From an optimization exercise on the open Yosys and OpenROAD flow, aimed at small area, a short achievable clock period and few clock cycles; shortcuts taken in it are not production practice.
Only simulation tests tie the RTL to the original design; equivalence was not proved.
Power is estimated from default activity; no workload was simulated.

==> 05-12 <==
Design sam_pe, start of the top module:
module sam_pe (
    input             clk,
    input             rst,
    input             bus_valid,
    input             bus_write,
    input      [1:0]  bus_space,    
    input      [16:0] bus_addr,
    input      [31:0] bus_wdata,
    output            bus_ready,
    output reg        bus_rvalid,
    output     [31:0] bus_rdata
);
Settings: LEC_CHECK=0, CAP_MARGIN=20, CORE_MARGIN=2, CORE_UTILIZATION=50, PLACE_DENSITY=0.65, SLEW_MARGIN=20; clock period 10.0 ns.
standard.sh (not shown) runs the stock make flow with config.mk's settings and CLKGATE_MAP_FILE= SYNTH_SCRIPT=/design/flow/synth_recipe.tcl, a recipe that flattens the netlist after the stock synthesis.
==> flow/flow/run.sh <==
#!/bin/bash
# Standard ORFS layout (the standard.sh, unchanged synthesis), with the
# timing repair aimed at a larger setup margin and limited to the worst 10%
# of endpoints. The clock period and all constraints are the standard flow's own.
set -o pipefail
bash standard.sh SETUP_SLACK_MARGIN=6.4 TNS_END_PERCENT=10 finish > make_finish.log 2>&1
rc=$?
tail -n 30 make_finish.log
exit $rc
==> 05-20 (differences from 05-12) <==
--- a/flow/design.v
+++ b/flow/design.v
@@ -29,10 +29,11 @@
     localparam E_SHORT     = 4'd5;
     localparam E_WIDTH     = 4'd6;
     localparam E_NOFRAME   = 4'd7;
     localparam E_BADCMD    = 4'd8;
     reg [3:0]  st;
+    wire       fx = (st == S_EXEC);    
     reg        rdy;          
     reg        rdy_o;        
     reg [31:0] cq;           
     reg        dw, ds;       
     reg [2:0]  dk;           
@@ -87,12 +88,13 @@
     wire [7:0] op     = bus_wdata[31:24];
     wire       a_cmp  = (bus_wdata == 32'h20000000) || (bus_wdata == 32'h21000000);
     wire       a_cmpt = (op == 8'h20) || (op == 8'h21);
     wire       a_dec  = (op[7:2] == 6'b010000);
     wire       a_enc  = (op == 8'h48) || (op == 8'h4A);
-    wire       a_nav  = (op == 8'h50);
+    wire       a_nav  = (bus_wdata == 32'h50000000);
     wire       a_par  = (op == 8'h30);
+    wire       a_cku  = (op == 8'h11);
     wire [6:0] a_pos  = bus_wdata[6:0] + 7'd6;
     wire q_ckclr = (cq == 32'h10000000);
     wire q_ckupd = (cq[31:8] == 24'h110000);
     wire q_comp  = (cq == 32'h20000000);
     wire q_compz = (cq == 32'h21000000);
@@ -105,10 +107,11 @@
     wire [15:0] q_off = cq[15:0];
     wire        q_w4  = cq[25];
     wire [16:0] q_end = {1'b0, q_off} + (q_w4 ? 17'd4 : 17'd2);
     wire        q_encbad = q_w4 ? (q_off > 16'd65531) : (q_off > 16'd65533);
     wire [7:0] hA = txcls + txid + txlenf[7:0] + txlenf[15:8];
+    reg  [7:0] hA_q, hB_q;
     wire [7:0] hB = {txcls[5:0], 2'b00} + {txid[6:0], 1'b0} + txid
                   + {txlenf[6:0], 1'b0} + txlenf[15:8];
     wire       l_zero  = (txlenf == 16'd0);
     wire       l_one   = (txlenf == 16'd1);
     wire       l_short = (txlenf <= 16'd121);
@@ -164,10 +167,18 @@
         end
     end
     wire p_over  = rxlen > maxlen;
     wire p_sync  = (rxlen < 17'd2) || (rxb(0) != 8'hB5) || (rxb(1) != 8'h62);
     wire p_short = (rxlen < 17'd6) || (rxlen < r_end);
+    reg pc_over, pc_sync, pc_short, pc_done, pc_good;
+    always @(posedge clk) begin
+        pc_over  <= p_over;
+        pc_sync  <= p_sync;
+        pc_short <= p_short;
+        pc_done  <= s_done;
+        pc_good  <= s_good;
+    end
     wire [7:0] fixb = rxb(26);
     wire [2:0] fixcode = (fixb < 8'd6) ? fixb[2:0] : 3'd6;
     wire [7:0] w_a = cka + bus_rdata[7:0];
     wire [7:0] w_b = ckb + cka + bus_rdata[7:0];
     reg [7:0] fv_byte;
@@ -205,34 +216,32 @@
         if (q_ckclr) begin
             x_cka = 8'd0;
             x_ckb = 8'd0;
             x_err = E_OK;
         end else if (q_ckupd) begin
-            x_cka = cka + cq[7:0];
-            x_ckb = ckb + cka + cq[7:0];
             x_err = E_OK;
         end else if (q_comp || q_compz) begin
-            x_cka = hA;
-            x_ckb = hB;
+            x_cka = hA_q;
+            x_ckb = hB_q;
             if (l_zero) begin
                 x_txlen = 17'd8;
                 x_err   = E_OK;
             end
         end else if (q_parse) begin
-            if (p_over) begin
+            if (pc_over) begin
                 x_rxok = 1'b0;
                 x_err  = E_OVERSIZE;
-            end else if (p_sync) begin
+            end else if (pc_sync) begin
                 x_rxok = 1'b0;
                 x_err  = E_MALFORMED;
-            end else if (p_short) begin
+            end else if (pc_short) begin
                 x_rxok = 1'b0;
                 x_err  = E_TRUNC;
-            end else if (s_done) begin
+            end else if (pc_done) begin
                 x_cka = sA;
                 x_ckb = sB;
-                if (s_good) begin
+                if (pc_good) begin
                     x_rxcls  = rxb(2);
                     x_rxid   = rxb(3);
                     x_rxlenf = rlen;
                     x_rxok   = 1'b1;
                     x_err    = E_OK;
@@ -297,10 +306,11 @@
     reg [15:0] tcnt_n;
     reg        tv_n;
     reg [1:0]  bi_n;
     reg        dec_more;    
     reg        nav_ld;      
+    reg        nav_late;    
     reg        eng_we;      
     reg [7:0]  eng_wd;
     reg        hdr_late;    
     always @(*) begin
         st_n      = st;
@@ -350,29 +360,33 @@
             ckb_n     = x_ckb;
             ack_ack_n = x_ack_ack;
             ack_nak_n = x_ack_nak;
             ack_cls_n = x_ack_cls;
             ack_id_n  = x_ack_id;
+            if (q_ckupd) begin
+                cka_n = cka + cq[7:0];
+                ckb_n = ckb + cka + cq[7:0];
+            end
             if ((q_comp || q_compz) && !l_zero) begin
                 tcnt_n = txlenf - 16'd1;
                 tptr_n = tptr + 7'd1;
                 rdy_n  = 1'b0;
                 if (q_comp) begin
                     hdr_late = ~l_short;
                     tv_n  = 1'b1;       
                     st_n  = l_one ? S_CLAST : S_CWALK;
                 end else if (l_short) begin
                     eng_we = 1'b1;      
-                    ckb_n  = hB + hA;
+                    ckb_n  = hB_q + hA_q;
                     st_n   = l_one ? S_CWA : S_ZWALK;
                 end else begin
                     eng_we = 1'b1;      
                     tv_n   = 1'b0;
                     st_n   = S_ZFILL;
                 end
             end else if (q_parse) begin
-                if (!p_over && !p_sync && !p_short && !s_done) begin
+                if (!pc_over && !pc_sync && !pc_short && !pc_done) begin
                     rdy_n = 1'b0;
                     st_n  = S_PWAIT;
                 end
             end else if (q_dec) begin
                 if (rxok && !q_dbad) begin
@@ -395,11 +409,11 @@
                     bi_n   = 2'd1;
                     rdy_n  = 1'b0;
                     st_n   = S_ENC;
                 end
             end else if (q_nav) begin
-                if (rxok && !(rxlenf < 16'd92)) begin
+                if (nav_late && rxok && !(rxlenf < 16'd92)) begin
                     nav_ld = 1'b1;
                     navp_n = 1'b1;
                 end
             end
         end
@@ -505,13 +519,17 @@
                 default: ;
             endcase
         end
         if (rx_hwr) rxok_n = 1'b0;
         if (tx_hwr) txlen_n = 17'd0;
+        if (cmd_wr & a_nav & ~fx & rxok & ~(rxlenf < 16'd92)) begin
+            nav_ld = 1'b1;
+            navp_n = 1'b1;
+        end
         if (cmd_wr) begin
             st_n  = S_EXEC;
-            rdy_n = ~((a_cmpt & ~l_zero) | a_dec | a_enc | a_nav | (a_par & ~s_done));
+            rdy_n = ~((a_cmpt & ~l_zero) | a_dec | a_enc | a_cku | (a_nav & fx) | (a_par & ~s_done));
             if (a_cmpt)
                 tptr_n = 7'd6;
             else if (a_enc)
                 tptr_n = a_pos;
         end
@@ -570,10 +588,13 @@
             ack_cls  <= ack_cls_n;
             ack_id   <= ack_id_n;
         end
         tptr <= tptr_n;
         tcnt <= tcnt_n;
+        hA_q <= hA;
+        hB_q <= hB;
+        nav_late <= fx;
         bi   <= bi_n;
         cq <= bus_wdata;
         if (st == S_EXEC) begin
             dw <= cq[25];
             ds <= cq[24];
@@ -679,11 +700,10 @@
             8'h38: nav_rd = {{16{nav_magdec[15]}}, nav_magdec};
             8'h39: nav_rd = {16'd0, nav_magacc};
             default: nav_rd = 32'd0;
         endcase
     end
-    wire        fx       = (st == S_EXEC);
     wire [3:0]  f_err    = fx ? x_err : err;
     wire        f_rxok   = fx ? x_rxok : rxok;
     wire        f_match  = fx ? x_match : match;
     wire [7:0]  f_rxcls  = fx ? x_rxcls : rxcls;
     wire [7:0]  f_rxid   = fx ? x_rxid : rxid;
==> flow/run.sh (new file) <==
#!/bin/bash
# synth_recipe.tcl (not shown) runs the flow's synth.tcl, then flattens the netlist and writes it again
# the make line also repeats each setting of config.mk as NAME=value (left out here)
make -C /OpenROAD-flow-scripts/flow DESIGN_CONFIG=/design/flow/config.mk WORK_HOME=/design/flow/orfs CLKGATE_MAP_FILE= SYNTH_SCRIPT=/design/flow/synth_recipe.tcl finish
==> flow/config.mk (replaced) <==
export PLATFORM = sky130hd
export DESIGN_NAME = sam_pe
export DESIGN_NICKNAME = sam_pe
export VERILOG_FILES = /design/flow/design.v
export SDC_FILE = /design/flow/constraint.sdc
export NUM_CORES = 4
export LEC_CHECK = 0
export CAP_MARGIN = 25
export CORE_MARGIN = 2
export CORE_UTILIZATION = 50
export PLACE_DENSITY = 0.65
export SETUP_SLACK_MARGIN = 5
export SLEW_MARGIN = 25
export TNS_END_PERCENT = 10
removed: flow/flow/run.sh
removed: flow/standard.sh
==> 04-01 (differences from 05-12) <==
--- a/flow/design.v
+++ b/flow/design.v
@@ -29,10 +29,11 @@
     localparam E_SHORT     = 4'd5;
     localparam E_WIDTH     = 4'd6;
     localparam E_NOFRAME   = 4'd7;
     localparam E_BADCMD    = 4'd8;
     reg [3:0]  st;
+    wire       fx = (st == S_EXEC);    
     reg        rdy;          
     reg        rdy_o;        
     reg [31:0] cq;           
     reg        dw, ds;       
     reg [2:0]  dk;           
@@ -87,12 +88,13 @@
     wire [7:0] op     = bus_wdata[31:24];
     wire       a_cmp  = (bus_wdata == 32'h20000000) || (bus_wdata == 32'h21000000);
     wire       a_cmpt = (op == 8'h20) || (op == 8'h21);
     wire       a_dec  = (op[7:2] == 6'b010000);
     wire       a_enc  = (op == 8'h48) || (op == 8'h4A);
-    wire       a_nav  = (op == 8'h50);
+    wire       a_nav  = (bus_wdata == 32'h50000000);
     wire       a_par  = (op == 8'h30);
+    wire       a_cku  = (op == 8'h11);
     wire [6:0] a_pos  = bus_wdata[6:0] + 7'd6;
     wire q_ckclr = (cq == 32'h10000000);
     wire q_ckupd = (cq[31:8] == 24'h110000);
     wire q_comp  = (cq == 32'h20000000);
     wire q_compz = (cq == 32'h21000000);
@@ -105,10 +107,11 @@
     wire [15:0] q_off = cq[15:0];
     wire        q_w4  = cq[25];
     wire [16:0] q_end = {1'b0, q_off} + (q_w4 ? 17'd4 : 17'd2);
     wire        q_encbad = q_w4 ? (q_off > 16'd65531) : (q_off > 16'd65533);
     wire [7:0] hA = txcls + txid + txlenf[7:0] + txlenf[15:8];
+    reg  [7:0] hA_q, hB_q;
     wire [7:0] hB = {txcls[5:0], 2'b00} + {txid[6:0], 1'b0} + txid
                   + {txlenf[6:0], 1'b0} + txlenf[15:8];
     wire       l_zero  = (txlenf == 16'd0);
     wire       l_one   = (txlenf == 16'd1);
     wire       l_short = (txlenf <= 16'd121);
@@ -164,10 +167,18 @@
         end
     end
     wire p_over  = rxlen > maxlen;
     wire p_sync  = (rxlen < 17'd2) || (rxb(0) != 8'hB5) || (rxb(1) != 8'h62);
     wire p_short = (rxlen < 17'd6) || (rxlen < r_end);
+    reg pc_over, pc_sync, pc_short, pc_done, pc_good;
+    always @(posedge clk) begin
+        pc_over  <= p_over;
+        pc_sync  <= p_sync;
+        pc_short <= p_short;
+        pc_done  <= s_done;
+        pc_good  <= s_good;
+    end
     wire [7:0] fixb = rxb(26);
     wire [2:0] fixcode = (fixb < 8'd6) ? fixb[2:0] : 3'd6;
     wire [7:0] w_a = cka + bus_rdata[7:0];
     wire [7:0] w_b = ckb + cka + bus_rdata[7:0];
     reg [7:0] fv_byte;
@@ -205,34 +216,32 @@
         if (q_ckclr) begin
             x_cka = 8'd0;
             x_ckb = 8'd0;
             x_err = E_OK;
         end else if (q_ckupd) begin
-            x_cka = cka + cq[7:0];
-            x_ckb = ckb + cka + cq[7:0];
             x_err = E_OK;
         end else if (q_comp || q_compz) begin
-            x_cka = hA;
-            x_ckb = hB;
+            x_cka = hA_q;
+            x_ckb = hB_q;
             if (l_zero) begin
                 x_txlen = 17'd8;
                 x_err   = E_OK;
             end
         end else if (q_parse) begin
-            if (p_over) begin
+            if (pc_over) begin
                 x_rxok = 1'b0;
                 x_err  = E_OVERSIZE;
-            end else if (p_sync) begin
+            end else if (pc_sync) begin
                 x_rxok = 1'b0;
                 x_err  = E_MALFORMED;
-            end else if (p_short) begin
+            end else if (pc_short) begin
                 x_rxok = 1'b0;
                 x_err  = E_TRUNC;
-            end else if (s_done) begin
+            end else if (pc_done) begin
                 x_cka = sA;
                 x_ckb = sB;
-                if (s_good) begin
+                if (pc_good) begin
                     x_rxcls  = rxb(2);
                     x_rxid   = rxb(3);
                     x_rxlenf = rlen;
                     x_rxok   = 1'b1;
                     x_err    = E_OK;
@@ -297,10 +306,11 @@
     reg [15:0] tcnt_n;
     reg        tv_n;
     reg [1:0]  bi_n;
     reg        dec_more;    
     reg        nav_ld;      
+    reg        nav_late;    
     reg        eng_we;      
     reg [7:0]  eng_wd;
     reg        hdr_late;    
     always @(*) begin
         st_n      = st;
@@ -350,29 +360,33 @@
             ckb_n     = x_ckb;
             ack_ack_n = x_ack_ack;
             ack_nak_n = x_ack_nak;
             ack_cls_n = x_ack_cls;
             ack_id_n  = x_ack_id;
+            if (q_ckupd) begin
+                cka_n = cka + cq[7:0];
+                ckb_n = ckb + cka + cq[7:0];
+            end
             if ((q_comp || q_compz) && !l_zero) begin
                 tcnt_n = txlenf - 16'd1;
                 tptr_n = tptr + 7'd1;
                 rdy_n  = 1'b0;
                 if (q_comp) begin
                     hdr_late = ~l_short;
                     tv_n  = 1'b1;       
                     st_n  = l_one ? S_CLAST : S_CWALK;
                 end else if (l_short) begin
                     eng_we = 1'b1;      
-                    ckb_n  = hB + hA;
+                    ckb_n  = hB_q + hA_q;
                     st_n   = l_one ? S_CWA : S_ZWALK;
                 end else begin
                     eng_we = 1'b1;      
                     tv_n   = 1'b0;
                     st_n   = S_ZFILL;
                 end
             end else if (q_parse) begin
-                if (!p_over && !p_sync && !p_short && !s_done) begin
+                if (!pc_over && !pc_sync && !pc_short && !pc_done) begin
                     rdy_n = 1'b0;
                     st_n  = S_PWAIT;
                 end
             end else if (q_dec) begin
                 if (rxok && !q_dbad) begin
@@ -395,11 +409,11 @@
                     bi_n   = 2'd1;
                     rdy_n  = 1'b0;
                     st_n   = S_ENC;
                 end
             end else if (q_nav) begin
-                if (rxok && !(rxlenf < 16'd92)) begin
+                if (nav_late && rxok && !(rxlenf < 16'd92)) begin
                     nav_ld = 1'b1;
                     navp_n = 1'b1;
                 end
             end
         end
@@ -505,13 +519,17 @@
                 default: ;
             endcase
         end
         if (rx_hwr) rxok_n = 1'b0;
         if (tx_hwr) txlen_n = 17'd0;
+        if (cmd_wr & a_nav & ~fx & rxok & ~(rxlenf < 16'd92)) begin
+            nav_ld = 1'b1;
+            navp_n = 1'b1;
+        end
         if (cmd_wr) begin
             st_n  = S_EXEC;
-            rdy_n = ~((a_cmpt & ~l_zero) | a_dec | a_enc | a_nav | (a_par & ~s_done));
+            rdy_n = ~((a_cmpt & ~l_zero) | a_dec | a_enc | a_cku | (a_nav & fx) | (a_par & ~s_done));
             if (a_cmpt)
                 tptr_n = 7'd6;
             else if (a_enc)
                 tptr_n = a_pos;
         end
@@ -570,10 +588,13 @@
             ack_cls  <= ack_cls_n;
             ack_id   <= ack_id_n;
         end
         tptr <= tptr_n;
         tcnt <= tcnt_n;
+        hA_q <= hA;
+        hB_q <= hB;
+        nav_late <= fx;
         bi   <= bi_n;
         cq <= bus_wdata;
         if (st == S_EXEC) begin
             dw <= cq[25];
             ds <= cq[24];
@@ -679,11 +700,10 @@
             8'h38: nav_rd = {{16{nav_magdec[15]}}, nav_magdec};
             8'h39: nav_rd = {16'd0, nav_magacc};
             default: nav_rd = 32'd0;
         endcase
     end
-    wire        fx       = (st == S_EXEC);
     wire [3:0]  f_err    = fx ? x_err : err;
     wire        f_rxok   = fx ? x_rxok : rxok;
     wire        f_match  = fx ? x_match : match;
     wire [7:0]  f_rxcls  = fx ? x_rxcls : rxcls;
     wire [7:0]  f_rxid   = fx ? x_rxid : rxid;
==> flow/flow/run.sh (replaced) <==
#!/bin/bash
# Standard ORFS layout (the standard.sh, unchanged synthesis), with the
# timing repair aimed at a larger setup margin and limited to the worst 10%
# of endpoints, and clkbuf_8 for the clock tree. The clock period and all
# constraints are the standard flow's own.
set -o pipefail
bash standard.sh SETUP_SLACK_MARGIN=6.4 TNS_END_PERCENT=10 CTS_BUF_LIST=sky130_fd_sc_hd__clkbuf_8 finish > make_finish.log 2>&1
rc=$?
tail -n 30 make_finish.log
exit $rc
==> notes <==
- Sequential power is about the same in 05-12 and 04-01.
- Clock-buffer cell count, highest first: 04-01, 05-12, 05-20.
- The highest total power belongs to 05-12, the lowest to 04-01.
- Of 05-12 and 05-20, 05-12 has the higher non-clock buffer count (gap 469).
- Of 04-01 and 05-12, 05-12 has the higher area after synthesis (gap about 0.34%, measured against 05-12).
- Via count: 05-20 is lower than 04-01 (about 6%).
Testbench counts of 05-12, summed over its fixed seeds: cycles 32,222.
Testbench counts of 05-20, summed over its fixed seeds: cycles 32,096.
Testbench counts of 04-01, summed over its fixed seeds: cycles 32,096.

static timing again, ports no longer ideal:
How much do the figures lean on ideal ports? The routed layouts below were timed once more, with nothing changed but the port constraints.
Step 1: set_driving_cell puts a clkbuf_16 on clk and a buf_2 on each other input, an assumption about the parent block.
Step 2, shift: input delay + t, output delay - t, t = (earliest + latest rising clock arrival at the registers) / 2. This alone moves slack from input paths to output paths.
Slacks: no drivers / after step 1 / after step 2; pairs: no drivers / after step 1.
run | t, ns | setup WS [ns] | worst setup path at the end | latest minus earliest clock arrival (ns) | pins driven straight from the clock port
05-12 | 1.046 | 5.625 / 5.656 / 4.629 | input to register | 0.090 / 0.090 | 1
05-20 | 1.019 | 4.620 / 4.689 / 3.670 | input to register | 0.094 / 0.094 | 1
04-01 | 1.141 | 5.609 / 5.498 / 4.658 | input to register | 0.116 / 0.116 | 1
After both steps every run listed still meets setup and hold. The setup slack of 05-12, which loses most, moves by +0.031 ns with the drivers and by -0.996 ns with both steps.
